From an optimization exercise on the open Yosys and OpenROAD flow, aimed at small area; shortcuts taken in it are not production practice. In this exercise RTL edits were held to simulation tests only and were not proved equivalent to the original. No activity file was given, so power comes from the tool's default toggle rates.

==> design/flow/design.v <==
module mvn_cpu (
    input  wire        clk,
    input  wire        rst,
    output reg         mem_req,
    output reg         mem_we,
    output reg  [11:0] mem_addr,
    output reg  [7:0]  mem_wdata,
    input  wire        mem_ready,
    input  wire [7:0]  mem_rdata,
    output wire        in_ready,
    input  wire        in_valid,
    input  wire [11:0] in_data,
    output wire        out_valid,
    output wire [11:0] out_data,
    output wire        halted,
    input  wire        resume,
    output wire        done,
    output wire        faulted,
    output wire [3:0]  fault_code,
    output wire [12:0] pc_o,
    output wire [11:0] ac_o
);
    localparam [3:0] OP_JMP = 4'h0, OP_JZ = 4'h1, OP_JN = 4'h2, OP_LV = 4'h3,
                     OP_ADD = 4'h4, OP_SUB = 4'h5, OP_MUL = 4'h6, OP_DIV = 4'h7,
                     OP_LD  = 4'h8, OP_MM  = 4'h9, OP_SC  = 4'hA, OP_RS  = 4'hB,
                     OP_HM  = 4'hC, OP_GD  = 4'hD, OP_PD  = 4'hE, OP_OS  = 4'hF;
    localparam [4:0] S_CLR   = 5'd0,   
                     S_FETCH = 5'd1,   
                     S_X1    = 5'd2,   
                     S_RDL   = 5'd3,   
                     S_OPA   = 5'd4,   
                     S_MUL   = 5'd5,   
                     S_DIV   = 5'd6,   
                     S_WR    = 5'd7,   
                     S_COPY  = 5'd8,   
                     S_HALT  = 5'd9,
                     S_GD    = 5'd10,
                     S_NEGF  = 5'd11,  
                     D_0 = 5'h10, D_5 = 5'h15, D_6 = 5'h16, D_7 = 5'h17, D_8 = 5'h18, D_9 = 5'h19;
    reg  [4:0]  st;
    reg  [3:0]  ph;       
    reg  [3:0]  it;       
    reg  [11:0] P;        
    reg  [11:0] A;        
    reg  [11:0] O;        
    reg  [11:0] T;        
    reg  [3:0]  OP;       
    reg         c;        
    reg         pcc;      
    reg         dly;      
    reg         f;        
    reg         neg;      
    wire clr   = (st == S_CLR);
    wire fetch = (st == S_FETCH);
    wire x1    = (st == S_X1);
    wire rdl   = (st == S_RDL);
    wire opa   = (st == S_OPA);
    wire mulp  = (st == S_MUL);
    wire divp  = (st == S_DIV);
    wire wr    = (st == S_WR);
    wire cpy   = (st == S_COPY);
    wire halt  = (st == S_HALT);
    wire gd    = (st == S_GD);
    wire negf  = (st == S_NEGF);
    wire ph0   = (ph == 4'd0);
    wire ph11  = (ph == 4'd11);
    wire ph12  = (ph == 4'd12);
    wire ph15  = (ph == 4'd15);
    wire phhi  = ph[3] & ph[2];           
    wire it0   = (it == 4'd0);
    wire it11  = (it == 4'd11);
    wire opr_fff  = &O;
    wire opr_zero = ~|O;
    wire ac_zero  = ~|A;
    wire t_zero   = ~|T;
    wire op_jmp = (OP == OP_JMP);
    wire op_jz  = (OP == OP_JZ);
    wire op_jn  = (OP == OP_JN);
    wire op_lv  = (OP == OP_LV);
    wire op_add = (OP == OP_ADD);
    wire op_sub = (OP == OP_SUB);
    wire op_mul = (OP == OP_MUL);
    wire op_div = (OP == OP_DIV);
    wire op_ld  = (OP == OP_LD);
    wire op_mm  = (OP == OP_MM);
    wire op_sc  = (OP == OP_SC);
    wire op_rs  = (OP == OP_RS);
    wire op_hm  = (OP == OP_HM);
    wire op_gd  = (OP == OP_GD);
    wire op_pd  = (OP == OP_PD);
    wire op_os  = (OP == OP_OS);
    wire memop = (OP[3:2] == 2'b01) || (OP[3:2] == 2'b10);
    wire rdw   = (OP[3:2] == 2'b01) || op_ld || op_rs;
    wire x1m   = x1 && !phhi;              
    wire mb = mem_rdata[{ph[2] & !x1, ph[1:0]}];
    always @(*) begin
        mem_addr = fetch ? {P[10:0], !ph[3]} : O;
        mem_req  = (fetch && !P[11]) || (x1 && phhi && rdw) || (rdl && !ph[3]) ||
                   (wr && (ph15 || ph12));
        mem_we   = wr;
        if (op_sc)
            mem_wdata = ph[0] ? {3'b000, P[11:7]} : {P[6:0], 1'b0};
        else
            mem_wdata = ph[0] ? {{4{A[11]}}, A[11:8]} : A[7:0];
    end
    wire go = !(mem_req && !mem_ready);
    wire negc  = ph0 ? A[11] : neg;              
    wire rnn   = it0 || A[0];                    
    wire subc  = ph0 ? (rnn ^ T[11]) : f;        
    wire mbit  = ph0 ? A[0] : f;                 
    reg x, ys, inv, c0;
    always @(*) begin
        x = 1'b0; ys = 1'b0; inv = 1'b0; c0 = 1'b0;
        if (fetch || negf) begin
            ys = A[0]; inv = neg; c0 = neg;
        end else if (x1) begin
            if (op_lv) x = O[0];
            else begin x = !op_gd && O[0]; c0 = rdw; end    
        end else if (rdl) begin
            ys = A[0]; inv = negc; c0 = negc;
        end else if (opa) begin
            x = !op_ld && A[0]; ys = T[0]; inv = op_sub; c0 = op_sub;
        end else if (mulp) begin
            x  = !it0 && O[1];
            ys = mbit && T[0];
        end else if (divp) begin
            x  = ph0 ? A[11] : dly;
            ys = T[0]; inv = subc; c0 = subc;
        end else if (wr) begin
            x = O[0]; c0 = 1'b1;                     
        end
    end
    wire y   = ys ^ inv;
    wire ci  = ph0 ? c0 : c;
    wire sum = x ^ y ^ ci;
    wire co  = (x & y) | (ci & (x ^ y));
    wire hain = cpy ? ((op_rs ? T[1] : O[1]) && !ph11) : (P[0] && !clr);
    wire pci  = ph0 ? (x1 || (cpy && op_sc)) : pcc;
    wire psum = hain ^ pci;
    wire taken = op_jmp || op_hm || (op_jz && ac_zero) || (op_jn && A[11]);
    wire pdsh = x1 && op_pd && (ph15 || (!phhi && !ph11));    
    wire shA = (clr && !phhi) || ((fetch || negf) && !phhi) ||
               pdsh ||
               (x1m && (op_lv || op_gd)) || (rdl && op_div) || opa ||
               (mulp && ph0) || (divp && !ph0);
    wire ldA = gd && in_valid;
    wire shP = ((clr || x1) && !phhi) || cpy;
    wire shO = fetch || (x1m && !op_pd) || pdsh ||
               mulp || divp || (wr && !phhi) || cpy;
    wire shT = (x1 && phhi && rdw) || rdl || opa || mulp || divp || cpy;
    wire sinO = fetch ? OP[0] : (x1 && op_pd) ? A[0] : (x1m || wr || mulp || divp) ? sum : O[0];
    wire sinT = (x1 || (rdl && !ph[3])) ? mb : T[0];
    wire sinA = (divp || (x1 && op_pd)) ? A[0] : sum;
    wire a0n  = (divp && ph11) ? !sum : A[1];
    assign in_ready   = gd;
    assign out_valid  = x1 && ph11 && op_pd;
    assign out_data   = O;
    assign halted     = halt;
    assign done       = st[4];
    assign faulted    = |st[3:0];
    assign fault_code = st[3:0];
    assign pc_o       = {P, 1'b0};
    assign ac_o       = A;
    always @(posedge clk) begin
        if (go) begin
            c   <= co;
            pcc <= hain & pci;
            dly <= !it0 && O[0];
            if (x1 && ph12)          f <= (mem_rdata[7:4] != 4'd0);
            else if (mulp && ph0)    f <= A[0];
            else if (divp && ph0)    f <= subc;
            if (clr || (fetch && ph15))  neg <= 1'b0;
            else if (x1 && ph15)         neg <= memop && opr_fff;    
            else if (rdl && ph0 && op_div) neg <= A[11];
            else if (divp && ph11 && it11) neg <= neg ^ T[0];    
            if (shP) P <= {psum, P[11:1]};
            if (shO) O <= {sinO, O[11:1]};
            if (shT) T <= {sinT, T[11:1]};
            if (fetch) OP <= {mb, OP[3:1]};
            if (shA || ldA) A <= {sinA, A[11:2], a0n} | ({12{ldA}} & in_data);
        end
    end
    always @(posedge clk) begin
        if (rst) begin
            st <= S_CLR;
            ph <= 4'd0;
            it <= 4'd0;
        end else if (go) begin
            ph <= ph + 4'd1;
            case (st)
                S_CLR, S_OPA: begin
                    if (ph11) begin ph <= 4'd0; st <= S_FETCH; end
                end
                S_NEGF: begin
                    if (ph11) st <= D_7;
                end
                S_FETCH: begin
                    if (ph15) begin
                        ph <= 4'd12;
                        st <= P[11] ? D_6 : S_X1;
                    end
                end
                S_X1: begin
                    if (ph11) begin
                        ph <= 4'd0;
                        if (neg) st <= D_6;
                        else if (memop) begin
                            if (rdw) st <= S_RDL;
                            else if (op_sc && O[1]) st <= D_5;
                            else begin st <= S_WR; ph <= 4'd15; end
                        end else if (op_jmp || op_jz || op_jn || op_hm) begin
                            if (!taken) st <= S_FETCH;
                            else if (!O[1]) st <= S_COPY;
                            else if (op_hm) st <= S_HALT;
                            else st <= D_5;
                        end else if (op_gd) st <= S_GD;
                        else if (op_os) st <= opr_zero ? D_0 : D_9;
                        else st <= S_FETCH;
                    end
                end
                S_RDL: begin
                    if (ph11) begin
                        ph <= 4'd0;
                        if (op_mul) st <= S_MUL;
                        else if (op_div) st <= t_zero ? S_NEGF : S_DIV;
                        else if (op_rs) st <= f ? D_8 : T[1] ? D_5 : S_COPY;
                        else st <= S_OPA;
                    end
                end
                S_MUL, S_DIV: begin
                    if (ph11) begin
                        ph <= 4'd0;
                        it <= it11 ? 4'd0 : it + 4'd1;
                        if (it11) st <= S_FETCH;
                    end
                end
                S_WR: begin
                    if (ph12) begin
                        ph <= 4'd0;
                        st <= op_sc ? S_COPY : S_FETCH;
                    end
                end
                S_COPY: begin
                    if (ph11) begin
                        ph <= 4'd0;
                        st <= op_hm ? S_HALT : S_FETCH;
                    end
                end
                S_HALT: begin
                    ph <= 4'd0;
                    if (resume) st <= O[0] ? D_5 : S_FETCH;
                end
                S_GD: begin
                    ph <= 4'd0;
                    if (in_valid) st <= S_FETCH;
                end
                default: ph <= 4'd0;    
            endcase
        end
    end
endmodule
==> design/flow/flow/run.sh <==
#!/bin/bash
# Standard flow, with buf_1 cells as the port buffers instead of the default
# delay-cell choice.
export BUFFER_PORTS_ARGS="-buffer_cell sky130_fd_sc_hd__buf_1"
bash standard.sh "BUFFER_PORTS_ARGS=-buffer_cell sky130_fd_sc_hd__buf_1" finish > standard_run.log 2>&1
==> design/flow/standard.sh <==
#!/bin/bash
# synth_recipe.tcl (not shown) runs the flow's synth.tcl, then flattens the netlist and writes it again
# the make line also repeats each setting of config.mk as NAME=value (left out here)
make -C /OpenROAD-flow-scripts/flow DESIGN_CONFIG=/design/flow/config.mk WORK_HOME=/design/flow/orfs CLKGATE_MAP_FILE= SYNTH_SCRIPT=/design/flow/synth_recipe.tcl "${@:-finish}"
==> design/flow/config.mk <==
export PLATFORM = sky130hd
export DESIGN_NAME = mvn_cpu
export DESIGN_NICKNAME = mvn_cpu
export VERILOG_FILES = /design/flow/design.v
export SDC_FILE = /design/flow/constraint.sdc
export NUM_CORES = 4
export LEC_CHECK = 0
export ABC_AREA = 1
export CAP_MARGIN = 20
export CORE_MARGIN = 2
export CORE_UTILIZATION = 25
export CTS_BUF_LIST = sky130_fd_sc_hd__clkbuf_16
export CTS_CLUSTER_DIAMETER = 200
export CTS_CLUSTER_SIZE = 40
export PLACE_DENSITY = 0.5
export SLEW_MARGIN = 20
==> design/flow/constraint.sdc <==
create_clock -name core_clock -period 10.0 [get_ports {clk}]
set_input_delay 2.0000 -clock core_clock [delete_from_list [all_inputs] [get_ports {clk}]]
set_output_delay 2.0000 -clock core_clock [all_outputs]
set_load 0.01 [all_outputs]
==> results of run 1 <==
## registers in the layout (all words and copies together), names as in the netlist
name / count
dly: 1
P: 12
ph: 4
c: 1
it: 4
pcc: 1
T: 12
O: 12
f: 1
A: 12
neg: 1
OP: 4
st: 5
## layout make-up
| cell class | count | area share (%) |
|---|---|---|
| well taps | 229 | 5.30 |
| multi-input cells | 431 | 39.9 |
| clock buffers | 9 | 4.16 |
| flip-flops and latches | 70 | 36.5 |
| inverters | 90 | 6.34 |
| repair buffers | 92 | 6.45 |
| clock inverters | 7 | 1.34 |
## kinds of logic after synthesis
family / Yosys count
AND/OR/NAND/NOR: 304
AO/OA/AOI/OAI: 114
buffers and inverters: 100
flip-flops: 70
adder cells (fa/ha/maj): 10
other: 1
XOR/XNOR: 1
multiplexers: 1
## power by group through the flow
stage               clock network (uW)  registers (uW)  logic (uW)
global placement                     0             473         351
finish                             330             469         350
global route                       347             478         393
CTS                                337             467         351
floorplan                            0             462         212
detailed placement                   0             473         349
## cell usage in the layout, fill, tap and decap left out, types with 3 or more instances in the layout
| master | count |
|---|---|
| dfxtp_1 | 13 |
| ha_1 | 9 |
| clkbuf_16 | 9 |
| a31oi_1 | 5 |
| clkinv_1 | 3 |
| nand2_1 | 156 |
| edfxtp_1 | 57 |
| o21ai_0 | 41 |
| nand3_1 | 38 |
| nand4_1 | 8 |
| o211ai_1 | 6 |
| inv_1 | 74 |
| nor2_4 | 5 |
| a31o_2 | 3 |
| nor3_1 | 5 |
| nand3_2 | 4 |
| o32ai_1 | 3 |
| nand2_2 | 8 |
| nand3b_1 | 3 |
| inv_2 | 12 |
| nor2_1 | 67 |
| nor4_1 | 4 |
| nor2_2 | 4 |
| buf_1 | 91 |
| a21oi_1 | 43 |
## critical path, cell delays in order, from the launching register on
cell      delay (ns)
dfxtp_1         0.74
clkinv_1        0.60
ha_1            0.42
nand2_1         0.16
a21oi_2         0.10
nor2_4          0.14
nand2_2         0.07
buf_1           0.13
## layer usage
layer | vias to the layer above | track usage, % | wire (um)
li1 | 2191 | - | -
met1 | 2094 | 22.4 | 7330
met2 | 160 | 25.2 | 6960
met3 | 27 | 3.60 | 951
met4 | 0 | 5.96 | 380
met5 | - | 0 | 0
## worst paths after layout
path                     end  slack [ns]  depth (start not counted)
max reg2reg  O[11]$_DFFE_PP_        5.82                         19
max                  mem_req        5.29                          7
min reg2reg   T[7]$_DFFE_PP_        0.45                          0
min           T[7]$_DFFE_PP_        0.45                          0
## stage by stage
step / cells / worst slack, ns / hold slack, ns / power [uW] / util, %
floorplan: 601 / 6.33 / 0.427 / 674 / -
global placement: 912 / 5.78 / 0.437 / 824 / 28.6
detailed placement: 912 / 5.73 / 0.437 / 822 / 28.6
CTS: 928 / 5.35 / 0.450 / 1150 / 30.3
global route: 928 / 4.97 / 0.467 / 1220 / 30.3
finish: 928 / 5.29 / 0.450 / 1150 / 30.3
==> summary.txt, run 1 <==
* Core area at 17800 um2
* Drt pass-1 iters at 7
* Post-Synth Adder-Cell Area at 2.93%
* Die Y at 138 um
* Synth Area in Simple Gates at 29.8%
* Asr flop ratio synth at 0%
* FF+latch count, synth at 70
* Setup CP Type: reg2out
* Top cells by area, synth: edfxtp_1, nand2_1, inv_1
* Via count at 4472
* Net Sw Power at 451 uW
* Syn Area/Cell at 7.52 um2
* Logic pwr share at 30.5%
* Worst-margin pin slew at 1.00 ns
* Synth top cells by count: nand2_1, inv_1, nor2_1
* Max Root-Sink Buffers at 2
* DIE WIDTH at 138 um
* Critical path origin: ph[0]$_SDFFE_PP0N_
* Hold Vio Cnt, Final at 0
* Root buffer cell: clkbuf_16
* YS warnings at 1
* Max VDD drop at 0.0809 mV
* Seq pwr share at 40.8%
* Number of routed nets with antenna violations at 0
* Largest family of logic cells by synthesized area: simple AND/OR/NAND/NOR gates
* Initial Utilization at 25.3%
* Via/cell ratio at 4.82
* CTS sink cnt at 70
* Top fanout value on the critical path at 19
* Routed wire length at 15.6 mm
* Postcts setup bufs at 0
* Worst path required time at 8.00 ns
* Num CTS Buffers at 9
* Yosys cell types at 44
* DRC Markers at 0
* Setup crit start kind: register
* IO Port Bufs at 91
* Slew Viols, Final at 0
* Top FF cell, synth: edfxtp_1
* H-tree depth at 3
* Max-Cap Viols at 0
* Pwr dens at 212 nW/um2
* CTS tree: done
* Post-cts repair resize count at 0
* TNS Setup at 0 ns
* Fin area at 5410 um2
* GRT Overall Usage at 16.3%
* Row count at 49
* Area leader, netlist: edfxtp_1
* Pint at 698 uW
* Die area at 19200 um2
* Vias in the first global route at 4300
* Final period util at 47.1%
* Switch share at 39.3%
* Final nets at 729
* Synthesized net count at 636
* Number of inserted diodes at 0
* RSZ-0062 raised after global routing: no
* Post-synthesis mux area share at 0.221%
* Clock Pin Slew Worst Setup and Hold Paths at 0.06 ns
* Compound-gate portion of the synthesized area at 14.6%
* Clock period minus worst slack at 4.71 ns
* Routed wire per std cell at 16.8 um
* CTS Hold Bufs at 0
* Cell with the most instances after synthesis: nand2_1
* Number of synthesized flops with an enable pin at 57
* DRT iter0 DRCs at 444
* Setup Skew at 0.0138 ns
* Post-DP Area at 5110 um2
* Dpl hpwl at 12.2 mm
* Relative slew slack at 33.0%
* Final setup vio count at 0
* Largest net degree at the start of global routing at 20
* Post-Syn Area at 4520 um2
* Setup crit end kind: output port
* Multi-input gate area at 2160 um2
* Fillers at 1977
* Share of cells above drive strength 1 at 8.44%
* First-pass GRT wire length at 24.1 mm
* Worst EP arrival at 2.71 ns
* HP Class: reg2reg
* GP Congestion at 0.901
* Hold path start: T[8]$_DFFE_PP_
* Antenna violations before repair at 0
* Synthesis-to-finish area growth at 19.7%
* Clk pwr share at 28.7%
* Achievable Freq at 0.212 GHz
* Register area share after synthesis at 43.6%
* Grt total ovfl at 0
* Reg2Reg Launch Point: ph[0]$_SDFFE_PP0N_
* P_leak at 0.00221 uW
* Sequential cell area at 1970 um2
* Skew-Pair Late Insertion Delay at 0.35 ns
* I/O pin total at 93
* Xor-xnor portion of the synthesized cell area at 0.194%
* Mapped Cells at 601
* Post-synth top area share at 37.9%
* Status: no timing/DRC/antenna violations
==> run 2: changes to the inputs <==
==> design/flow/flow/run.sh (replaced) <==
#!/bin/bash
# Standard ORFS flow with three changes:
#  - the ABC script used for ABC_AREA=1 is replaced by flow/abc_area.script
#    (area-only mapping; registers come from the unchanged dfflibmap step);
#  - port buffers use sky130_fd_sc_hd__buf_1;
#  - clock tree synthesis runs with the arguments in flow/cts_args.txt
#    (smaller clock buffers, no dummy loads).
set -euo pipefail
rm -rf scripts_mod
cp -r "$FLOW_HOME/scripts" scripts_mod
cp flow/abc_area.script scripts_mod/abc_area.script
export SCRIPTS_DIR="$PWD/scripts_mod"
export BUFFER_PORTS_ARGS="-buffer_cell sky130_fd_sc_hd__buf_1"
export CTS_ARGS="$(cat flow/cts_args.txt)"
bash standard.sh "SCRIPTS_DIR=$PWD/scripts_mod" \
  "BUFFER_PORTS_ARGS=-buffer_cell sky130_fd_sc_hd__buf_1" \
  "CTS_ARGS=$CTS_ARGS" finish > standard_run.log 2>&1
==> design/flow/flow/abc_area.script (new file) <==
strash
&get -n
&fraig -x
&put
strash
dc2
strash
&get -n
&dch -f
&nf -a
&put
topo
==> design/flow/flow/cts_args.txt (new file) <==
-repair_clock_nets -dont_use_dummy_load -buf_list sky130_fd_sc_hd__clkbuf_16 -root_buf sky130_fd_sc_hd__clkbuf_16
--- a/design/flow/config.mk
+++ b/design/flow/config.mk
@@ -10,7 +10,4 @@
 export CORE_MARGIN = 2
 export CORE_UTILIZATION = 25
-export CTS_BUF_LIST = sky130_fd_sc_hd__clkbuf_16
-export CTS_CLUSTER_DIAMETER = 200
-export CTS_CLUSTER_SIZE = 40
 export PLACE_DENSITY = 0.5
 export SLEW_MARGIN = 20
==> run 2 against run 1 <==
Against the previous run:
- flip-flop and latch count unchanged
- non-clock buffer count up 3
- cell area down 7.5%
- area after synthesis down 8.9%
- utilization up 0.94 points
- routed wire length down 4.2%
- worst hold slack worse by 0.0033 ns
- largest cell class unchanged
==> summary.txt, run 2 <==
* Clock period minus worst slack at 4.73 ns
* Slew Viols, Final at 0
* DRC Markers at 0
* Row count at 46
* TNS Setup at 0 ns
* Antenna violations before repair at 0
* Core area at 16000 um2
* Seq pwr share at 41.7%
* Post-cts repair resize count at 0
* I/O pin total at 93
* Post-Synth Adder-Cell Area at 3.22%
* YS warnings at 1
* Largest net degree at the start of global routing at 25
* Top cells by area, synth: edfxtp_1, nand2_1, dfxtp_1
* Yosys cell types at 56
* DIE WIDTH at 132 um
* Synth Area in Simple Gates at 24.5%
* Initial Utilization at 25.7%
* Root buffer cell: clkbuf_16
* Register area share after synthesis at 47.9%
* Max-Cap Viols at 0
* Synthesis-to-finish area growth at 21.4%
* Setup crit end kind: output port
* Fin area at 5000 um2
* Max VDD drop at 0.0905 mV
* Number of inserted diodes at 0
* Mapped Cells at 431
* Post-DP Area at 4760 um2
* Net Sw Power at 768 uW
* Die area at 17500 um2
* Max Root-Sink Buffers at 2
* Top fanout value on the critical path at 13
* Crit-path max cell delay at 0.73 ns
* Setup ws final at 5.27 ns
* Setup Skew at 0.0105 ns
* Worst EP arrival at 2.73 ns
* Share of cells above drive strength 1 at 3.75%
* Pint at 936 uW
* Pwr dens at 341 nW/um2
* IO Port Bufs at 91
* Top FF cell, synth: edfxtp_1
* CP max-delay cell: dfxtp_1
* Asr flop ratio synth at 0%
* Die Y at 132 um
* Clock Pin Slew Worst Setup and Hold Paths at 0.05 ns
* Area leader, netlist: edfxtp_1
* Fillers at 1754
* CTS sink cnt at 70
* Vias in the first global route at 3905
* Worst path required time at 8.00 ns
* Status: no timing/DRC/antenna violations
* Worst-margin pin slew at 0.954 ns
* Drt pass-1 iters at 5
* Via/cell ratio at 5.41
* Postcts setup bufs at 0
* Setup CP Type: reg2out
* FF+latch count, synth at 70
* Synth top cells by count: nand2_1, edfxtp_1, nor2_1
* Xor-xnor portion of the synthesized cell area at 1.06%
* Syn Area/Cell at 9.56 um2
* Pwr Total at 1700 uW
* Routed wire per std cell at 20.0 um
* Skew-Pair Late Insertion Delay at 0.34 ns
* Place WS at 5.72 ns
* Dpl hpwl at 11.5 mm
* Most common cell after layout, fill and taps aside: buf_1
* Setup crit start kind: register
* Post-synthesis mux area share at 3.71%
* HP Class: reg2reg
* Final setup vio count at 0
* Via count at 4060
* CTS tree: done
* H-tree depth at 3
* Switch share at 45.1%
* RSZ-0062 raised after global routing: no
* Num CTS Buffers at 9
* GRT Overall Usage at 17.2%
* First-pass GRT wire length at 23.3 mm
* Routed wire length at 15.0 mm
* Number of synthesized flops with an enable pin at 57
* GP Congestion at 0.946
* Final period util at 47.3%
* Clk pwr share at 15.6%
* Number of routed nets with antenna violations at 0
* Grt total ovfl at 0
* Relative slew slack at 35.9%
* Cell with the most instances after synthesis: nand2_1
* Hold Vio Cnt, Final at 0
* CTS Hold Bufs at 0
* Post-Syn Area at 4120 um2
* Logic pwr share at 42.7%
* Largest family of logic cells by synthesized area: simple AND/OR/NAND/NOR gates
* P_leak at 0.00170 uW
* DRT iter0 DRCs at 360
* Achievable Freq at 0.212 GHz
* Cell Chain, Critical Path: clkinv_1 > ha_1 > o211ai_1 > nand3_1 > buf_1
* Final nets at 571
* Synthesized net count at 466
* Placed instance count at 741
* Post-synth top area share at 41.6%
* Compound-gate portion of the synthesized area at 18.1%
* Final non-filler cell total at 750
* Commonest cells after routing, fill and taps aside: buf_1, nand2_1, edfxtp_1
## run 2: cell count changes after synthesis, moves of 12 or more
cell / before / now
nand2_1: 156 / 74
inv_1: 73 / 0
nor2_1: 67 / 40
o21ai_0: 41 / 16
nand3_1: 38 / 21
inv_2: 12 / 0
## run 2: layer usage
layer	routed length [um]	global-route usage, %	part of all wire, %
met4	248	4.96	1.7
met2	6590	26.1	44
met5	0	0	0
met3	1270	4.42	8.5
met1	6870	24.2	46
## run 2: power groups by stage
stage	registers [uW]	clock network (uW)	logic [uW]
global route	734	282	802
finish	710	266	729
floorplan	680	0	425
CTS	710	274	719
detailed placement	715	0	715
global placement	711	0	721
## run 2: cells by family after synthesis
logic type,Yosys count
adder cells (fa/ha/maj),10
AO/OA/AOI/OAI,114
multiplexers,10
AND/OR/NAND/NOR,207
buffers and inverters,14
XOR/XNOR,5
other,1
flip-flops,70
## run 2: layout make-up
type / instances / area (um2) / area share (%)
repair buffers: 95 / 372 / 7.43
multi-input cells: 347 / 2110 / 42.3
flip-flops and latches: 70 / 1970 / 39.4
inverters: 13 / 48.8 / 0.976
clock buffers: 9 / 225 / 4.50
well taps: 216 / 270 / 5.40
## run 2: metrics by stage
step / hold slack, ns / utilization [%]
finish: 0.447 / 31.3
global route: 0.461 / 31.3
CTS: 0.451 / 31.2
detailed placement: 0.443 / 29.8
global placement: 0.437 / 29.8
floorplan: 0.427 / -
## run 2: worst max-delay path, delay by kind of cell, from the launching register on
family	cells	cell delay (ns)
AOI/OAI and AO/OA	1	0.32
DFF	1	0.73
adders and majority gates	1	0.43
and+or+nand+nor	1	0.18
buffers and inverters	2	0.73
## run 2: worst paths after layout
check                           cells after the start  slack [ns]                from               to
worst max register to register                     12        5.85  ph[0]$_SDFFE_PP0N_  O[11]$_DFFE_PP_
worst min-delay path                                0        0.45      T[8]$_DFFE_PP_   T[7]$_DFFE_PP_
worst min register to register                      0        0.45      T[8]$_DFFE_PP_   T[7]$_DFFE_PP_
worst max-delay path                                5        5.27  ph[0]$_SDFFE_PP0N_          mem_req
==> run 3: changes to the inputs <==
==> design/flow/flow/cts_args.txt (replaced) <==
-sink_clustering_enable -repair_clock_nets -dont_use_dummy_load -buf_list sky130_fd_sc_hd__clkbuf_4 -root_buf sky130_fd_sc_hd__clkbuf_8 -sink_clustering_size 12 -sink_clustering_max_diameter 100
==> run 3 against run 2 <==
Against the previous run:
- critical path type unchanged
- cell count stayed put
- cell area down 2.0%
- maximum frequency is 0.42% lower
- critical path depth stayed put
- global-route usage rose by 0.065 points
- via count did not move
- power is 5.0% lower
- synthesized cell count unchanged
==> summary.txt, run 3 <==
* Status: no timing/DRC/antenna violations
* Slew Viols, Final at 0
* FF+latch count, synth at 70
* Synth top cells by count: nand2_1, edfxtp_1, nor2_1
* Crit-path max cell delay at 0.72 ns
* Commonest cells after routing, fill and taps aside: buf_1, nand2_1, edfxtp_1
* Area leader, netlist: edfxtp_1
* Clock Pin Slew Worst Setup and Hold Paths at 0.06 ns
* Antenna violations before repair at 0
* Root buffer cell: clkbuf_8
* DIE WIDTH at 132 um
* Final period util at 47.5%
* Core area at 16000 um2
* Synthesized net count at 466
* Most common cell after layout, fill and taps aside: buf_1
* Die Y at 132 um
* Vias in the first global route at 3896
* Fillers at 1765
* Drt pass-1 iters at 6
* I/O pin total at 93
* Via/cell ratio at 5.41
* Number of inserted diodes at 0
* Largest net degree at the start of global routing at 25
* Sequential cell area at 1970 um2
* Routed wire per std cell at 20.1 um
* Cell Chain, Critical Path: clkinv_1 > or3_1 > o22a_1 > nand3_1 > buf_1
* Share of cells above drive strength 1 at 3.75%
* Clock period minus worst slack at 4.75 ns
* First-pass GRT wire length at 23.2 mm
* Worst EP arrival at 2.75 ns
* Post-Syn Area at 4120 um2
* Skew-Pair Late Insertion Delay at 0.37 ns
* Setup ws final at 5.25 ns
* Post-cts repair resize count at 0
* Register area share after synthesis at 47.9%
* CTS Hold Bufs at 0
* P_leak at 0.00165 uW
* GRT Overall Usage at 17.3%
* Number of routed nets with antenna violations at 0
* Top FF cell, synth: edfxtp_1
* Setup CP Type: reg2out
* Place WS at 5.72 ns
* CTS sink cnt at 70
* Multi-input gate area at 2110 um2
* Asr flop ratio synth at 0%
* Grt total ovfl at 0
* Hold Vio Cnt, Final at 0
* Top cells by area, synth: edfxtp_1, nand2_1, dfxtp_1
* IO Port Bufs at 91
* Initial Utilization at 25.7%
* Syn Area/Cell at 9.56 um2
* CTS tree: done
* CP max-delay cell: dfxtp_1
* Pwr dens at 330 nW/um2
* Final nets at 571
* Dpl hpwl at 11.5 mm
* Die area at 17500 um2
* Yosys cell types at 56
* Mapped Cells at 431
* DRT iter0 DRCs at 375
* Achievable Freq at 0.211 GHz
* TNS Setup at 0 ns
* Num CTS Buffers at 9
* Final setup vio count at 0
* DRC Markers at 0
* RSZ-0062 raised after global routing: no
* Max Root-Sink Buffers at 2
* HP Class: reg2reg
* Setup crit end kind: output port
* Post-synth top area share at 41.6%
* Number of synthesized flops with an enable pin at 57
* Cell with the most instances after synthesis: nand2_1
* Max VDD drop at 0.0900 mV
* Postcts setup bufs at 0
* Max-Cap Viols at 0
* YS warnings at 1
* Worst path required time at 8.00 ns
* Relative slew slack at 33.7%
* Synthesis-to-finish area growth at 19.0%
* GP Congestion at 0.946
* Setup Skew at 0.0158 ns
* Setup crit start kind: register
* Top fanout value on the critical path at 16
* Pwr Total at 1620 uW
* Worst-margin pin slew at 0.986 ns
* Via count at 4060
* Routed wire length at 15.0 mm
* H-tree depth at 3
* Row count at 46
==> run 3: cell counts after synthesis <==
Identical to the previous run, type by type.
==> run 3: worst paths after layout <==
kind / from / to / slack [ns] / depth (start not counted)
worst max-delay path: st[0]$_SDFFE_PP0P_ / mem_req / 5.25 / 5
worst min-delay path: T[8]$_DFFE_PP_ / T[7]$_DFFE_PP_ / 0.44 / 0
worst max register to register: ph[0]$_SDFFE_PP0N_ / O[11]$_DFFE_PP_ / 5.89 / 12
worst min register to register: T[8]$_DFFE_PP_ / T[7]$_DFFE_PP_ / 0.44 / 0
==> run 3: layout make-up <==
class                           count  area share, %
Clock buffer                        9           2.53
Inverter                           13          0.996
Multi-Input combinational cell    347           43.1
Sequential cell                    70           40.2
Tap cell                          216           5.52
Timing Repair Buffer               95           7.58
==> run 3: cells by family (layout without fill, tap and decap cells) <==
family / after synthesis / after routing / share of synthesized area, %
muxes: 10 / 10 / 3.71
DFF: 70 / 70 / 47.9
xor gates and xnor gates: 5 / 5 / 1.06
adders and majority gates: 10 / 10 / 3.22
buffers and inverters: 14 / 117 / 1.37
and+or+nand+nor: 207 / 207 / 24.5
AOI/OAI and AO/OA: 114 / 114 / 18.1
other: 1 / 1 / 0.0910
==> run 3: report_power, final <==
group	switching, uW	total, uW	internal (uW)
combinational	471	729	258
clock	98.3	179	80.2
sequential	191	711	519
total	761	1620	858
==> run 3: stage by stage <==
step / hold WS (ns) / cell area (um2) / utilization (%) / instances
final: 0.444 / 4900 / 30.6 / 750
after global routing: 0.462 / 4900 / 30.6 / 750
after CTS: 0.450 / 4890 / 30.5 / 750
after detailed placement: 0.443 / 4760 / 29.8 / 741
after global placement: 0.437 / 4760 / 29.8 / 741
after floorplan: 0.427 / 4120 / - / 431
==> run 3: critical path: cells and delay by family, from the launching register on <==
family	cells	cell delay [ns]
buffers and inverters	2	0.52
AO/OA/AOI/OAI	1	0.32
flip-flops	1	0.72
AND/OR/NAND/NOR	2	0.82
==> run 3: metal layers <==
layer	track usage (%)	wire [um]
met1	24.0	6750
met2	26.0	6620
met3	5.50	1430
met4	4.36	246
met5	0	0
==> run 4: changes to the inputs <==
==> design/flow/flow/cts_args.txt (replaced) <==
-sink_clustering_enable -repair_clock_nets -dont_use_dummy_load -buf_list sky130_fd_sc_hd__clkbuf_8 -root_buf sky130_fd_sc_hd__clkbuf_8 -sink_clustering_size 24 -sink_clustering_max_diameter 150
==> run 4 against run 3 <==
Against the previous run:
- die area stayed put
- sequential power hardly changed
- cell count is the same
- sequential share of layout area did not move
- routed wire length is the same
- utilization stayed put
- first-iteration DRC count is the same
- synthesized cell count unchanged
==> summary.txt, run 4 <==
* DIE WIDTH at 132 um
* First-pass GRT wire length at 23.2 mm
* Setup crit end kind: output port
* Most common cell after layout, fill and taps aside: buf_1
* Place WS at 5.72 ns
* Commonest cells after routing, fill and taps aside: buf_1, nand2_1, edfxtp_1
* Syn Area/Cell at 9.56 um2
* CP max-delay cell: dfxtp_1
* TNS Setup at 0 ns
* Sequential cell area at 1970 um2
* Status: no timing/DRC/antenna violations
* Max VDD drop at 0.0900 mV
* Pwr dens at 330 nW/um2
* Row count at 46
* Seq pwr share at 43.9%
* Relative slew slack at 33.7%
* Core area at 16000 um2
* Postcts setup bufs at 0
* Worst path required time at 8.00 ns
* Cell Chain, Critical Path: clkinv_1 > or3_1 > o22a_1 > nand3_1 > buf_1
* CTS tree: done
* Skew-Pair Late Insertion Delay at 0.37 ns
* Antenna violations before repair at 0
* Setup Skew at 0.0158 ns
* RSZ-0062 raised after global routing: no
* Worst-margin pin slew at 0.986 ns
* FF+latch count, synth at 70
* Grt total ovfl at 0
* Number of synthesized flops with an enable pin at 57
* Vias in the first global route at 3896
* Register area share after synthesis at 47.9%
* Routed wire per std cell at 20.1 um
* DRC Markers at 0
* Final nets at 571
* Root buffer cell: clkbuf_8
* Synthesized net count at 466
* Routed wire length at 15.0 mm
* Slew Viols, Final at 0
* Clock Pin Slew Worst Setup and Hold Paths at 0.06 ns
* Achievable Freq at 0.211 GHz
* I/O pin total at 93
* Via count at 4060
* Setup ws final at 5.25 ns
* Max-Cap Viols at 0
* GRT Overall Usage at 17.3%
* CTS Hold Bufs at 0
* Yosys cell types at 56
* Cell with the most instances after synthesis: nand2_1
* Switch share at 47.0%
* HP Class: reg2reg
* Share of cells above drive strength 1 at 3.75%
* Post-Syn Area at 4120 um2
* Final period util at 47.5%
* Drt pass-1 iters at 6
* Max Root-Sink Buffers at 2
* Multi-input gate area at 2110 um2
* Dpl hpwl at 11.5 mm
* Clock period minus worst slack at 4.75 ns
* GP Congestion at 0.946
* Top FF cell, synth: edfxtp_1
* H-tree depth at 3
* Num CTS Buffers at 9
* Area leader, netlist: edfxtp_1
* Post-cts repair resize count at 0
* Fillers at 1765
* Initial Utilization at 25.7%
* Crit-path max cell delay at 0.72 ns
* Number of routed nets with antenna violations at 0
* Logic pwr share at 45.1%
* P_leak at 0.00165 uW
* Die area at 17500 um2
* Die Y at 132 um
* Largest net degree at the start of global routing at 25
* Top cells by area, synth: edfxtp_1, nand2_1, dfxtp_1
* Post-synth top area share at 41.6%
* Synth top cells by count: nand2_1, edfxtp_1, nor2_1
* Setup CP Type: reg2out
* Top fanout value on the critical path at 16
* Setup crit start kind: register
* Clk pwr share at 11.0%
* Synthesis-to-finish area growth at 19.0%
* Pint at 858 uW
* Number of inserted diodes at 0
* Net Sw Power at 761 uW
* IO Port Bufs at 91
* Mapped Cells at 431
* Worst EP arrival at 2.75 ns
* Via/cell ratio at 5.41
* CTS sink cnt at 70
* Hold Vio Cnt, Final at 0
* Asr flop ratio synth at 0%
* DRT iter0 DRCs at 375
* YS warnings at 1
* Final setup vio count at 0
[run 4: cell counts in the layout (fill, tap and decap cells not counted)]
Identical to the previous run, type by type.
[run 4: critical path: cells and delay by family, from the launching register on]
family	cells	cell delay, ns
compound gates	1	0.32
buf+inv	2	0.52
flops	1	0.72
simple gates	2	0.82
[run 4: cell type report]
type / count / area share (%)
Sequential cell: 70 / 40.2
Multi-Input combinational cell: 347 / 43.1
Tap cell: 216 / 5.52
Clock buffer: 9 / 2.53
Timing Repair Buffer: 95 / 7.58
Inverter: 13 / 0.996
[run 4: through the flow]
| stage | hold slack, ns | utilization [%] | cell area [um2] | instances | power [uW] |
|---|---|---|---|---|---|
| finish | 0.444 | 30.6 | 4900 | 750 | 1620 |
| global route | 0.462 | 30.6 | 4900 | 750 | 1730 |
| CTS | 0.450 | 30.5 | 4890 | 750 | 1620 |
| detailed placement | 0.443 | 29.8 | 4760 | 741 | 1430 |
| global placement | 0.437 | 29.8 | 4760 | 741 | 1430 |
| floorplan | 0.427 | - | 4120 | 431 | 1100 |
[run 4: logic make-up (layout without fill, tap and decap cells)]
family / count (synthesis) / after routing / share of synthesized area, %
adders and majority gates: 10 / 10 / 3.22
muxes: 10 / 10 / 3.71
DFF: 70 / 70 / 47.9
xor gates and xnor gates: 5 / 5 / 1.06
buffers and inverters: 14 / 117 / 1.37
other: 1 / 1 / 0.0910
and+or+nand+nor: 207 / 207 / 24.5
AOI/OAI and AO/OA: 114 / 114 / 18.1
[run 4: routing by layer]
metal | part of all wire [%] | track usage, % | vias to the layer above | routed length, um
met5 | 0 | 0 | - | 0
met4 | 1.6 | 4.36 | 0 | 246
met3 | 9.5 | 5.50 | 18 | 1430
met2 | 44 | 26.0 | 221 | 6620
met1 | 45 | 24.0 | 1948 | 6750
li1 | - | - | 1873 | -
[run 4: path summary, 6_finish.rpt]
kind                            cells after the start  slack, ns              end               start
worst max-delay path                                5       5.25          mem_req  st[0]$_SDFFE_PP0P_
worst min-delay path                                0       0.44   T[7]$_DFFE_PP_      T[8]$_DFFE_PP_
worst max register to register                     12       5.89  O[11]$_DFFE_PP_  ph[0]$_SDFFE_PP0N_
worst min register to register                      0       0.44   T[7]$_DFFE_PP_      T[8]$_DFFE_PP_
[run 4: power groups by stage]
stage	logic, uW	registers [uW]	clock network [uW]
after global placement	721	711	0
final	729	711	179
after detailed placement	715	715	0
after CTS	719	709	188
after global routing	802	733	195
after floorplan	425	680	0
==> run 5: changes to the inputs <==
--- a/design/flow/design.v
+++ b/design/flow/design.v
@@ -40,5 +40,4 @@
     reg  [4:0]  st;
     reg  [3:0]  ph;       
-    reg  [3:0]  it;       
     reg  [11:0] P;        
     reg  [11:0] A;        
@@ -48,5 +47,4 @@
     reg         c;        
     reg         pcc;      
-    reg         dly;      
     reg         f;        
     reg         neg;      
@@ -68,6 +66,6 @@
     wire ph15  = (ph == 4'd15);
     wire phhi  = ph[3] & ph[2];           
-    wire it0   = (it == 4'd0);
-    wire it11  = (it == 4'd11);
+    wire it0   = (OP[3:1] == 3'b011) && (OP[0] == divp);
+    wire it11  = divp ? (OP == 4'hA) : (OP == 4'h4);
     wire opr_fff  = &O;
     wire opr_zero = ~|O;
@@ -125,5 +123,5 @@
             ys = mbit && T[0];
         end else if (divp) begin
-            x  = ph0 ? A[11] : dly;
+            x  = ph0 ? A[11] : pcc;
             ys = T[0]; inv = subc; c0 = subc;
         end else if (wr) begin
@@ -165,6 +163,5 @@
         if (go) begin
             c   <= co;
-            pcc <= hain & pci;
-            dly <= !it0 && O[0];
+            pcc <= divp ? (!it0 && O[0]) : (hain & pci);
             if (x1 && ph12)          f <= (mem_rdata[7:4] != 4'd0);
             else if (mulp && ph0)    f <= A[0];
@@ -177,5 +174,5 @@
             if (shO) O <= {sinO, O[11:1]};
             if (shT) T <= {sinT, T[11:1]};
-            if (fetch) OP <= {mb, OP[3:1]};
+            if (fetch || ((mulp || divp) && ph11)) OP <= {fetch ? mb : OP[0] ^ OP[1], OP[3:1]};
             if (shA || ldA) A <= {sinA, A[11:2], a0n} | ({12{ldA}} & in_data);
         end
@@ -185,5 +182,4 @@
             st <= S_CLR;
             ph <= 4'd0;
-            it <= 4'd0;
         end else if (go) begin
             ph <= ph + 4'd1;
@@ -231,5 +227,4 @@
                     if (ph11) begin
                         ph <= 4'd0;
-                        it <= it11 ? 4'd0 : it + 4'd1;
                         if (it11) st <= S_FETCH;
                     end
==> run 5 against run 4 <==
Against the previous run:
- sequential share of layout area fell by 0.95 points
- worst hold slack improved by 0.0089 ns
- non-clock buffer count rose by 4
- flip-flop and latch count fell by 5
- clock power fell by 4%
- clock skew rose by 0.0069 ns
- clock-buffer cell count did not move
- utilization rose by 0.32 points
- combinational power rose by 51%
- cell area fell by 3.3%
- synthesized cell count fell by 0.23%
- maximum frequency fell by 3.2%
- critical path type unchanged
==> summary.txt, run 5 <==
* Status: no timing/DRC/antenna violations
* GRT Overall Usage at 16.9%
* Final hold slack at 0.453 ns
* Crit-path max cell delay at 0.75 ns
* Core area at 15300 um2
* Worst path required time at 8.00 ns
* Max VDD drop at 0.147 mV
* Synth top cells by count: nand2_1, edfxtp_1, nor2_1
* Max-Cap Viols at 0
* Met2 Usage GRT at 24.7%
* Hold Vio Cnt, Final at 0
* Multi-input gate area at 2040 um2
* Most common cell after layout, fill and taps aside: buf_1
* Vias in the first global route at 3658
* DRT iter0 DRCs at 378
* Top FF cell, synth: edfxtp_1
* FF+latch count, synth at 65
* CTS Hold Bufs at 0
* Worst-margin pin slew at 0.801 ns
* Asr flop ratio synth at 0%
* Root buffer cell: clkbuf_8
* Cell Chain, Critical Path: nor3_1 > nand3_1 > o22a_1 > nand3_1 > buf_1
* Via count at 4016
* Cell with the most instances after synthesis: nand2_1
* Yosys cell types at 51
* P_leak at 0.00166 uW
* Post-cts repair resize count at 0
* Clock Pin Slew Worst Setup and Hold Paths at 0.06 ns
* Number of inserted diodes at 0
* Dpl hpwl at 10.7 mm
* CTS tree: done
* DIE WIDTH at 130 um
* Clock period minus worst slack at 4.90 ns
* Final setup vio count at 0
* Fin area at 4740 um2
* Via/cell ratio at 5.37
* Final nets at 576
* Synthesis-to-finish area growth at 19.8%
* Share of cells above drive strength 1 at 3.91%
* Num CTS Buffers at 9
* DRC Markers at 0
* Post-Syn Area at 3960 um2
* Top fanout value on the critical path at 19
* Slew Viols, Final at 0
* Relative slew slack at 46.5%
* Setup Skew at 0.0227 ns
* Fillers at 1655
* Post-synth top area share at 42.5%
* Critical path origin: st[4]$_SDFFE_PP0P_
* Drt pass-1 iters at 5
* Row count at 45
* CP max-delay cell: nand3_1
* Pwr dens at 418 nW/um2
* Largest net degree at the start of global routing at 21
* First-pass GRT wire length at 21.2 mm
* I/O pin total at 93
* Top cells by area, synth: edfxtp_1, nand2_1, nor2_1
* YS warnings at 1
* Setup crit end kind: output port
* GRT busiest layer: met2
* Synthesized net count at 467
* Number of synthesized flops with an enable pin at 56
* Worst Reg-to-Reg Cells at 11
* CP dominant cell by count: nand3_1
* Routed wire length at 14.0 mm
* CTS sink cnt at 65
* Mapped Cells at 430
* Die Y at 130 um
* Met3 usage at 4.96%
* Commonest cells after routing, fill and taps aside: buf_1, nand2_1, edfxtp_1
* Sequential cell area at 1860 um2
* HP Class: reg2reg
* Routed wire per std cell at 18.7 um
* Antenna violations before repair at 0
* Final period util at 49.0%
* RSZ-0062 raised after global routing: no
* Initial Utilization at 25.8%
* Setup crit start kind: register
* Max Root-Sink Buffers at 2
* Post-DP Area at 4610 um2
* Syn Area/Cell at 9.20 um2
* M1 GR Usage at 23.7%
* Reg2Reg Launch Point: st[4]$_SDFFE_PP0P_
* Register area share after synthesis at 47.1%
* Number of routed nets with antenna violations at 0
* Area leader, netlist: edfxtp_1
* Achievable Freq at 0.204 GHz
* Hold path start: T[5]$_DFFE_PP_
* Setup CP Type: reg2out
* Skew-Pair Late Insertion Delay at 0.36 ns
* Die area at 16800 um2
* GP Congestion at 0.991
* Grt total ovfl at 0
* Fin util at 30.9%
* Postcts setup bufs at 0
* Hold Path Stages at 0
* Worst EP arrival at 2.90 ns
* TNS Setup at 0 ns
* IO Port Bufs at 91
* H-tree depth at 3
## run 5: changes by cell type after synthesis, sizes merged, moves of 7 or more
cell / previous run / this run
nand2: 74 / 89
nor2: 40 / 49
o21ai: 16 / 23
o22ai: 8 / 1
## run 5: worst paths after layout
kind | end | slack [ns]
setup / recovery | mem_req | 5.10
hold / removal | T[4]$_DFFE_PP_ | 0.45
setup reg to reg | O[11]$_DFFE_PP_ | 6.00
hold reg to reg | T[4]$_DFFE_PP_ | 0.45
## run 5: power by group
group | switching, uW | internal, uW | total [uW] | leakage [uW]
Clock | 91.8 | 80.0 | 172 | 0.0000647
Sequential | 177 | 533 | 710 | 0.000619
Combinational | 718 | 383 | 1100 | 0.000975
Total | 986 | 996 | 1980 | 0.00166
## run 5: worst max-delay path, delay by kind of cell, from the launching register on
family / cells / cell delay [ns]
AO/OA/AOI/OAI: 1 / 0.49
flip-flops: 1 / 0.37
AND/OR/NAND/NOR: 3 / 1.54
buffers and inverters: 1 / 0.16
## run 5: cell families (layout without fill, tap and decap cells)
| family | Yosys count | in the layout | synth area share (%) |
|---|---|---|---|
| AO/OA/AOI/OAI | 110 | 110 | 18.3 |
| XOR/XNOR | 5 | 5 | 1.11 |
| adder cells (fa/ha/maj) | 12 | 12 | 3.98 |
| buffers and inverters | 13 | 120 | 1.33 |
| flip-flops | 65 | 65 | 47.1 |
| multiplexers | 9 | 9 | 3.54 |
| other | 1 | 1 | 0.0948 |
| AND/OR/NAND/NOR | 215 | 215 | 24.5 |
## run 5: metrics by stage
step / cells / setup WS [ns] / power, uW
final: 748 / 5.10 / 1980
after global routing: 748 / 4.88 / 2140
after CTS: 747 / 5.16 / 1980
after detailed placement: 738 / 5.57 / 1790
after global placement: 738 / 5.71 / 1800
after floorplan: 430 / 6.22 / 1350
## run 5: layout make-up
type / instances / area share [%]
Timing Repair Buffer: 99 / 8.48
Multi-Input combinational cell: 352 / 43.1
Inverter: 12 / 0.951
Sequential cell: 65 / 39.3
Tap cell: 211 / 5.57
Clock buffer: 9 / 2.61
## run 5: metal layers
layer | up-vias | routed length, um
li1 | 1845 | -
met1 | 1905 | 6480
met2 | 227 | 5920
met3 | 39 | 1200
met4 | 0 | 395
met5 | - | 0
==> run 6: changes to the inputs <==
--- a/design/flow/flow/run.sh
+++ b/design/flow/flow/run.sh
@@ -4,4 +4,6 @@
 #    (area-only mapping; registers come from the unchanged dfflibmap step);
 #  - port buffers use sky130_fd_sc_hd__buf_1;
+#  - ADDER_MAP_FILE is left empty, so half/full adder structures are left to
+#    ABC instead of being mapped to ha/fa cells first;
 #  - clock tree synthesis runs with the arguments in flow/cts_args.txt
 #    (smaller clock buffers, no dummy loads).
@@ -13,5 +15,5 @@
 export BUFFER_PORTS_ARGS="-buffer_cell sky130_fd_sc_hd__buf_1"
 export CTS_ARGS="$(cat flow/cts_args.txt)"
-bash standard.sh "SCRIPTS_DIR=$PWD/scripts_mod" \
+bash standard.sh "SCRIPTS_DIR=$PWD/scripts_mod" "ADDER_MAP_FILE=" \
   "BUFFER_PORTS_ARGS=-buffer_cell sky130_fd_sc_hd__buf_1" \
   "CTS_ARGS=$CTS_ARGS" finish > standard_run.log 2>&1
==> design/flow/flow/abc_area.script (replaced) <==
strash
&get -n
&fraig -x
&put
strash
dc2
strash
dc2
strash
&get -n
&dch -f
&nf -a -R 1000
&put
strash
&get -n
&dch -f
&nf -a -R 1000
&put
strash
&get -n
&dch -f
&nf -a -R 1000
&put
topo
==> run 6 against run 5 <==
Against the previous run:
- still clean
- routed wire length shrank 5.0%
- area after synthesis shrank 4.6%
- cell area down 4.6%
- non-clock buffer count down 3
- first-iteration DRC count increased by 21%
- highest routed layer unchanged
==> summary.txt, run 6 <==
* Status: no timing/DRC/antenna violations
* DIE WIDTH at 127 um
* Asr flop ratio synth at 0%
* Post-synth top area share at 44.6%
* Synthesis-to-finish area growth at 19.8%
* IO Port Bufs at 91
* Skew-Pair Late Insertion Delay at 0.36 ns
* Fillers at 1568
* Pwr dens at 215 nW/um2
* Top fanout value on the critical path at 15
* Root buffer cell: clkbuf_8
* Final setup vio count at 0
* RSZ-0062 raised after global routing: no
* Core area at 14600 um2
* Post-Synth Adder-Cell Area at 0%
* Share of cells above drive strength 1 at 4.52%
* Setup Skew at 0.00928 ns
* Synthesized net count at 430
* CTS sink cnt at 65
* Number of routed nets with antenna violations at 0
* Worst EP arrival at 2.56 ns
* DRT iter0 DRCs at 456
* Top FF cell, synth: edfxtp_1
* Num CTS Buffers at 9
* GP Congestion at 0.949
* Grt total ovfl at 0
* Postcts setup bufs at 0
* Number of synthesized flops with an enable pin at 56
* TNS Setup at 0 ns
* Routed wire per std cell at 19.2 um
* YS warnings at 1
* Final hold slack at 0.445 ns
* Via count at 3846
* P_leak at 0.00156 uW
* HP Class: reg2reg
* Hold worst-path end: T[9]$_DFFE_PP_
* Register area share after synthesis at 49.4%
* GRT Overall Usage at 16.7%
* Dpl hpwl at 9.95 mm
* Worst path required time at 8.00 ns
* Achievable Freq at 0.219 GHz
* Mapped Cells at 405
* Die area at 16100 um2
* Hold Path Stages at 0
* R2r setup slk at 5.88 ns
* Commonest cells after routing, fill and taps aside: buf_1, nor2_1, edfxtp_1
* Multi-input gate area at 1900 um2
* Slew Viols, Final at 0
* Drt pass-1 iters at 6
* CTS Hold Bufs at 0
* Row count at 44
* CTS tree: done
* Pwr Total at 972 uW
* First-pass GRT wire length at 20.5 mm
* Sequential cell area at 1860 um2
* Synth Area in Simple Gates at 25.0%
* Synth top cells by count: nor2_1, edfxtp_1, nand2_1
* Post-cts repair resize count at 0
* Compound-gate portion of the synthesized area at 17.3%
* Vias in the first global route at 3558
* Antenna violations before repair at 0
* Cell Chain, Critical Path: nand2b_1 > nor2_2 > mux4_2 > buf_1
* Setup crit end kind: output port
* Max Root-Sink Buffers at 2
* Die Y at 127 um
* Yosys cell types at 45
* Xor-xnor portion of the synthesized cell area at 2.09%
* Max-Cap Viols at 0
* Most common cell after layout, fill and taps aside: buf_1
* Reg2Reg Launch Point: st[3]$_SDFFE_PP0P_
* I/O pin total at 93
* CP max-delay cell: nor2_2
* Number of inserted diodes at 0
* RR Endpoint: O[11]$_DFFE_PP_
* Cell with the most instances after synthesis: nor2_1
* Setup crit start kind: register
* Largest family of logic cells by synthesized area: simple AND/OR/NAND/NOR gates
* Initial Utilization at 25.8%
* Post-Syn Area at 3770 um2
* Final period util at 45.6%
* Top cells by area, synth: edfxtp_1, nor2_1, dfxtp_1
* Clock Pin Slew Worst Setup and Hold Paths at 0.06 ns
* Clock period minus worst slack at 4.56 ns
* Routed wire length at 13.3 mm
* H-tree depth at 3
* Area leader, netlist: edfxtp_1
* Setup CP Type: reg2out
* Via/cell ratio at 5.55
* Worst-margin pin slew at 0.898 ns
* FF+latch count, synth at 65
* Hold Vio Cnt, Final at 0
* Crit-path max cell delay at 0.62 ns
* Hold path start: T[10]$_DFFE_PP_
* Worst Reg-to-Reg Cells at 17
* Relative slew slack at 40.0%
* Max VDD drop at 0.0624 mV
* DRC Markers at 0
* Syn Area/Cell at 9.31 um2
* Largest net degree at the start of global routing at 23
* Post-synthesis mux area share at 5.44%
* Final nets at 536
## run 6: changes by cell type after synthesis, moves of 7 or more
cell / before / now
nor2_1: 49 / 84
nor3_1: 13 / 22
a21oi_1: 30 / 21
clkinv_1: 12 / 5
o21ai_0: 23 / 30
nand2_1: 89 / 40
nand2b_1: 1 / 11
ha_1: 11 / 0
## run 6: critical path, delay by kind of cell (launching register included)
family                 cells  cell delay, ns
AND/OR/NAND/NOR            2            0.91
multiplexers               1            0.59
flip-flops                 1            0.56
buffers and inverters      1            0.14
## run 6: final cells by class
cell class	count	share of cell area, %
Inverter	5	0.415
Sequential cell	65	41.2
Clock buffer	9	2.74
Tap cell	184	5.10
Multi-Input combinational cell	334	42.1
Timing Repair Buffer	96	8.39
## run 6: cell families after synthesis
kind of cell | after synthesis
muxes | 13
buffers and inverters | 6
xor gates and xnor gates | 9
and+or+nand+nor | 207
DFF | 65
AOI/OAI and AO/OA | 104
other | 1
## run 6: worst max path at each step
stage | end | slack, ns | start | depth (start not counted)
after floorplan | mem_wdata[2] | 5.99 | OP[0]$_DFFE_PP_ | 3
after global placement | mem_wdata[2] | 5.65 | OP[0]$_DFFE_PP_ | 4
after detailed placement | mem_wdata[2] | 5.52 | OP[0]$_DFFE_PP_ | 4
after CTS | mem_wdata[2] | 5.10 | OP[0]$_DFFE_PP_ | 4
after global routing | mem_wdata[4] | 5.34 | OP[0]$_DFFE_PP_ | 4
final | mem_wdata[2] | 5.44 | OP[0]$_DFFE_PP_ | 4
## run 6: metrics by stage
step / cells / area (um2) / setup WS, ns / util [%]
floorplan: 405 / 3770 / 5.99 / -
global placement: 684 / 4380 / 5.65 / 29.9
detailed placement: 684 / 4380 / 5.52 / 29.9
CTS: 693 / 4510 / 5.10 / 30.8
global route: 693 / 4520 / 5.34 / 30.9
finish: 693 / 4520 / 5.44 / 30.9
## run 6: routing by layer
metal	routed length [um]	vias up	GRT usage, %
met3	1390	21	4.68
met5	0	-	0
met1	6030	1805	23.6
met4	228	0	4.72
met2	5660	268	24.9
li1	-	1752	-
## run 6: power breakdown
part	switching, uW	leakage, uW	internal [uW]
Clock	94.8	0.0000647	80.1
Combinational	198	0.000845	124
Sequential	98.5	0.000651	376
==> run 7: changes to the inputs <==
--- a/design/flow/config.mk
+++ b/design/flow/config.mk
@@ -7,7 +7,7 @@
 export LEC_CHECK = 0
 export ABC_AREA = 1
-export CAP_MARGIN = 20
+export CAP_MARGIN = 0
 export CORE_MARGIN = 2
-export CORE_UTILIZATION = 25
-export PLACE_DENSITY = 0.5
-export SLEW_MARGIN = 20
+export CORE_UTILIZATION = 45
+export PLACE_DENSITY = 0.65
+export SLEW_MARGIN = 0
==> run 7 against run 6 <==
Against the previous run:
- still clean on timing, DRC and antenna
- worst setup slack got worse by 0.27 ns
- power fell by 1.5%
- synthesized cell count stayed put
- clock-buffer cell count did not move
- critical path type unchanged
- largest cell class unchanged
- largest power group unchanged
==> summary.txt, run 7 <==
* Num CTS Buffers at 9
* Max VDD drop at 0.0931 mV
* Setup CP Type: reg2out
* Max Root-Sink Buffers at 2
* GP Congestion at 0.969
* Initial Utilization at 46.1%
* Post-Syn Area at 3770 um2
* Placed instance count at 605
* Worst-margin pin slew at 1.29 ns
* Grt total ovfl at 0
* Dpl hpwl at 9.16 mm
* CTS sink cnt at 65
* Post-DP Area at 4280 um2
* Antenna violations before repair at 0
* H-tree depth at 3
* Area leader, netlist: edfxtp_1
* Fin util at 53.8%
* Final non-filler cell total at 614
* Via/cell ratio at 6.23
* Clock Pin Slew Worst Setup and Hold Paths at 0.08 ns
* Synth top cells by count: nor2_1, edfxtp_1, nand2_1
* Number of synthesized flops with an enable pin at 56
* Achievable Freq at 0.207 GHz
* Max-Cap Viols at 0
* Worst EP arrival at 2.83 ns
* DRC Markers at 0
* Top cells by area, synth: edfxtp_1, nor2_1, dfxtp_1
* CP max-delay cell: nor2_1
* Place WS at 5.55 ns
* Setup crit start kind: register
* Hold Vio Cnt, Final at 0
* GRT Overall Usage at 27.8%
* Number of routed nets with antenna violations at 0
* Row count at 33
* Share of cells above drive strength 1 at 3.93%
* I/O pin total at 93
* Final setup vio count at 0
* Register area share after synthesis at 49.4%
* Cell Chain, Critical Path: nand2b_1 > nor2_1 > mux4_2 > buf_1
* Vias in the first global route at 3376
* Die Y at 95.6 um
* Setup Skew at 0.0269 ns
* Largest net degree at the start of global routing at 23
* Yosys cell types at 45
* Via count at 3827
* Die area at 9130 um2
* Postcts setup bufs at 0
* Commonest cells after routing, fill and taps aside: buf_1, nor2_1, edfxtp_1
* Routed wire length at 12.5 mm
* Root buffer cell: clkbuf_8
* TNS Setup at 0 ns
* Slew Viols, Final at 0
* Synthesized net count at 430
* Relative slew slack at 13.9%
* Crit-path max cell delay at 0.93 ns
* Core area at 8180 um2
* DIE WIDTH at 95.6 um
* Post-synth top area share at 44.6%
* DRT iter0 DRCs at 505
* Final nets at 536
* FF+latch count, synth at 65
* Synthesis-to-finish area growth at 16.6%
* RSZ-0062 raised after global routing: no
* Setup ws final at 5.17 ns
* P_leak at 0.00156 uW
* Worst path required time at 8.00 ns
* Drt pass-1 iters at 6
* Asr flop ratio synth at 0%
* YS warnings at 1
* Status: no timing/DRC/antenna violations
* Setup crit end kind: output port
* Post-cts repair resize count at 0
* Top FF cell, synth: edfxtp_1
* Final period util at 48.3%
* HP Class: reg2reg
* CTS Hold Bufs at 0
* Cell with the most instances after synthesis: nor2_1
* Skew-Pair Late Insertion Delay at 0.35 ns
* Routed wire per std cell at 20.3 um
* Pwr dens at 218 nW/um2
* Top fanout value on the critical path at 15
* Clock period minus worst slack at 4.83 ns
* Mapped Cells at 405
* CTS tree: done
* IO Port Bufs at 91
* First-pass GRT wire length at 18.7 mm
* Most common cell after layout, fill and taps aside: buf_1
* Syn Area/Cell at 9.31 um2
* Fin area at 4400 um2
* Number of inserted diodes at 0
-- run 7: cell counts after synthesis --
Identical to the previous run, type by type.
-- run 7: report_power, final --
| group | switching, uW | internal, uW | total, uW |
|---|---|---|---|
| clock network | 89.1 | 80.1 | 169 |
| logic | 192 | 122 | 315 |
| registers | 97.4 | 377 | 474 |
-- run 7: critical path: cells and delay by family, from the launching register on --
kind	cells	cell delay (ns)
and+or+nand+nor	2	1.21
muxes	1	0.61
DFF	1	0.51
buffers and inverters	1	0.14
-- run 7: metal layers --
layer	global-route usage [%]	part of all wire, %	wire length (um)	vias to the layer above
li1	-	-	-	1748
met1	38.6	42	5220	1798
met2	44.5	46	5760	251
met3	4.98	9.7	1210	30
met4	8.10	2.4	304	0
met5	0	0	0	-
-- run 7: worst paths after layout --
kind                                    startpoint               to  slack (ns)  depth (start not counted)
worst min-delay path                T[4]$_DFFE_PP_   T[3]$_DFFE_PP_        0.45                          0
worst max-delay path               OP[2]$_DFFE_PP_     mem_wdata[2]        5.17                          4
worst max register to register  st[3]$_SDFFE_PP0P_  O[11]$_DFFE_PP_        6.03                         17
worst min register to register      T[4]$_DFFE_PP_   T[3]$_DFFE_PP_        0.45                          0
-- run 7: final cells by class --
| type | instances | area [um2] |
|---|---|---|
| Multi-Input combinational cell | 334 | 1880 |
| Tap cell | 105 | 131 |
| Clock buffer | 9 | 124 |
| Timing Repair Buffer | 96 | 379 |
| Sequential cell | 65 | 1860 |
| Inverter | 5 | 18.8 |
| Fill cell | 779 | 3780 |
-- run 7: cell families after synthesis --
group	after synthesis	share of synthesized area (%)
simple gates	207	25.0
compound gates	104	17.3
flops	65	49.4
mux	13	5.44
xor+xnor	9	2.09
buf+inv	6	0.697
other cells	1	0.0994
-- run 7: stage by stage --
step,hold slack (ns),power [uW]
after global routing,0.467,1010
final,0.451,958
after CTS,0.448,956
after floorplan,0.417,647
after global placement,0.426,785
after detailed placement,0.426,788
==> run 8: changes to the inputs <==
==> design/flow/flow/cts_args.txt (replaced) <==
-sink_clustering_enable -repair_clock_nets -dont_use_dummy_load -buf_list sky130_fd_sc_hd__clkbuf_4 -root_buf sky130_fd_sc_hd__clkbuf_4
--- a/design/flow/config.mk
+++ b/design/flow/config.mk
@@ -7,7 +7,7 @@
 export LEC_CHECK = 0
 export ABC_AREA = 1
-export CAP_MARGIN = 0
+export CAP_MARGIN = 20
 export CORE_MARGIN = 2
 export CORE_UTILIZATION = 45
 export PLACE_DENSITY = 0.65
-export SLEW_MARGIN = 0
+export SLEW_MARGIN = 20
==> run 8 against run 7 <==
Against the previous run:
- critical path depth unchanged
- non-clock buffer count stayed put
- clock power decreased by 25%
- die area stayed put
- combinational power barely moved
- worst setup slack gained 0.25 ns
- utilization down 0.54 points
- flip-flop and latch count did not move
- clock-buffer cell count unchanged
- critical path type unchanged
- critical endpoint unchanged
==> summary.txt, run 8 <==
* Post-synth top area share at 44.6%
* Largest net degree at the start of global routing at 23
* Synth top cells by count: nor2_1, edfxtp_1, nand2_1
* Relative slew slack at 37.2%
* Seq pwr share at 51.7%
* DIE WIDTH at 95.6 um
* Top cells by area, synth: edfxtp_1, nor2_1, dfxtp_1
* Achievable Freq at 0.218 GHz
* Mapped Cells at 405
* Hold Path Stages at 0
* Setup crit end kind: output port
* H-tree depth at 3
* Grt total ovfl at 0
* Number of inserted diodes at 0
* Share of cells above drive strength 1 at 4.52%
* Final period util at 45.8%
* GRT Overall Usage at 27.7%
* Synthesis-to-finish area growth at 15.5%
* Asr flop ratio synth at 0%
* Die area at 9130 um2
* Max VDD drop at 0.0932 mV
* Routed wire length at 12.6 mm
* Register area share after synthesis at 49.4%
* Setup crit start kind: register
* Dpl hpwl at 9.22 mm
* Max Root-Sink Buffers at 2
* RSZ-0062 raised after global routing: no
* CTS sink cnt at 65
* Area leader, netlist: edfxtp_1
* Drt pass-1 iters at 5
* Pwr dens at 210 nW/um2
* Setup Skew at 0.0358 ns
* DRC Markers at 0
* Core area at 8180 um2
* Placed instance count at 605
* Crit-path max cell delay at 0.62 ns
* CTS tree: done
* GRT busiest layer: met2
* Hold worst-path end: T[3]$_DFFE_PP_
* Via count at 3855
* M1 GR Usage at 37.0%
* Number of routed nets with antenna violations at 0
* Worst path required time at 8.00 ns
* IO Port Bufs at 91
* Hold Vio Cnt, Final at 0
* Initial Utilization at 46.1%
* Worst Reg-to-Reg Cells at 17
* Switch share at 40.9%
* RR Endpoint: O[11]$_DFFE_PP_
* Row count at 33
* Met3 usage at 6.96%
* TNS Setup at 0 ns
* P_leak at 0.00153 uW
* Slew Viols, Final at 0
* R2r setup slk at 5.95 ns
* YS warnings at 1
* Num CTS Buffers at 9
* Fillers at 807
* Setup CP Type: reg2out
* Via/cell ratio at 6.28
* Clk pwr share at 13.9%
* Clock period minus worst slack at 4.58 ns
* Die Y at 95.6 um
* I/O pin total at 93
* Number of synthesized flops with an enable pin at 56
* Worst-margin pin slew at 0.942 ns
* DRT iter0 DRCs at 429
* CP max-delay cell: edfxtp_1
* Commonest cells after routing, fill and taps aside: buf_1, nor2_1, edfxtp_1
* Logic pwr share at 34.4%
* Hold path start: T[4]$_DFFE_PP_
* Synthesized net count at 430
* Status: no timing/DRC/antenna violations
* Post-cts repair resize count at 0
* Pint at 541 uW
* Final setup vio count at 0
* Yosys cell types at 45
* Root buffer cell: clkbuf_4
* Cell Chain, Critical Path: nand2b_1 > nor2_2 > mux4_2 > buf_1
* Clock Pin Slew Worst Setup and Hold Paths at 0.12 ns
* Max-Cap Viols at 0
* Syn Area/Cell at 9.31 um2
* Cell with the most instances after synthesis: nor2_1
* Postcts setup bufs at 0
* Vias in the first global route at 3379
* Met2 Usage GRT at 42.7%
* HP Class: reg2reg
* Antenna violations before repair at 0
* Worst EP arrival at 2.58 ns
* Routed wire per std cell at 20.5 um
* Top fanout value on the critical path at 15
* Final nets at 536
* Pwr Total at 914 uW
* Post-Syn Area at 3770 um2
* GP Congestion at 0.969
* Net Sw Power at 373 uW
* Most common cell after layout, fill and taps aside: buf_1
* Final non-filler cell total at 614
* Skew-Pair Late Insertion Delay at 0.43 ns
* CTS Hold Bufs at 0
* Reg2Reg Launch Point: st[3]$_SDFFE_PP0P_
* Top FF cell, synth: edfxtp_1
* FF+latch count, synth at 65
* First-pass GRT wire length at 18.6 mm
## run 8: cell counts after synthesis
Identical to the previous run, type by type.
## run 8: cells by family after synthesis
family / Yosys count / synth area share (%)
xor gates and xnor gates: 9 / 2.09
buffers and inverters: 6 / 0.697
and+or+nand+nor: 207 / 25.0
muxes: 13 / 5.44
DFF: 65 / 49.4
AOI/OAI and AO/OA: 104 / 17.3
other: 1 / 0.0994
## run 8: final cells by class
| type | count | area (um2) | area share [%] |
|---|---|---|---|
| clock buffer | 9 | 67.6 | 1.55 |
| timing repair buffer | 96 | 379 | 8.70 |
| tap | 105 | 131 | 3.02 |
| inverter | 5 | 18.8 | 0.431 |
| multi-input combinational | 334 | 1900 | 43.6 |
| sequential | 65 | 1860 | 42.7 |
## run 8: power groups by stage
| stage | Combinational (uW) | Sequential [uW] | Clock, uW |
|---|---|---|---|
| after floorplan | 184 | 464 | 0 |
| after global placement | 310 | 475 | 0 |
| after detailed placement | 311 | 477 | 0 |
| after CTS | 313 | 471 | 129 |
| after global routing | 349 | 481 | 138 |
| final | 314 | 472 | 127 |
## run 8: how the worst max path moves through the flow
stage	start	slack, ns	to	cells past startpoint
final	OP[1]$_DFFE_PP_	5.42	mem_wdata[2]	4
after global routing	st[3]$_SDFFE_PP0P_	5.25	mem_req	6
after CTS	OP[0]$_DFFE_PP_	5.11	mem_wdata[2]	4
after detailed placement	OP[0]$_DFFE_PP_	5.54	mem_wdata[2]	4
after global placement	OP[0]$_DFFE_PP_	5.64	mem_wdata[4]	4
after floorplan	OP[0]$_DFFE_PP_	5.99	mem_wdata[2]	3
## run 8: layer usage
metal / vias to the layer above / wire, um
met4: 0 / 445
li1: 1755 / -
met3: 32 / 1210
met2: 248 / 5640
met5: - / 0
met1: 1820 / 5280
## run 8: critical path, delay by kind of cell, from the launching register on
kind / cells / cell delay [ns]
buffers and inverters: 1 / 0.14
flip-flops: 1 / 0.62
multiplexers: 1 / 0.60
AND/OR/NAND/NOR: 2 / 0.79
## run 8: through the flow
stage          setup slack (ns)  cell area [um2]  hold slack, ns  utilization, %
6_report                   5.42             4360           0.450            53.3
5_1_grt                    5.25             4360           0.468            53.3
4_1_cts                    5.11             4350           0.448            53.2
3_5_place_dp               5.54             4290           0.426            52.4
3_3_place_gp               5.64             4280           0.426            52.3
2_1_floorplan              5.99             3770           0.417               -
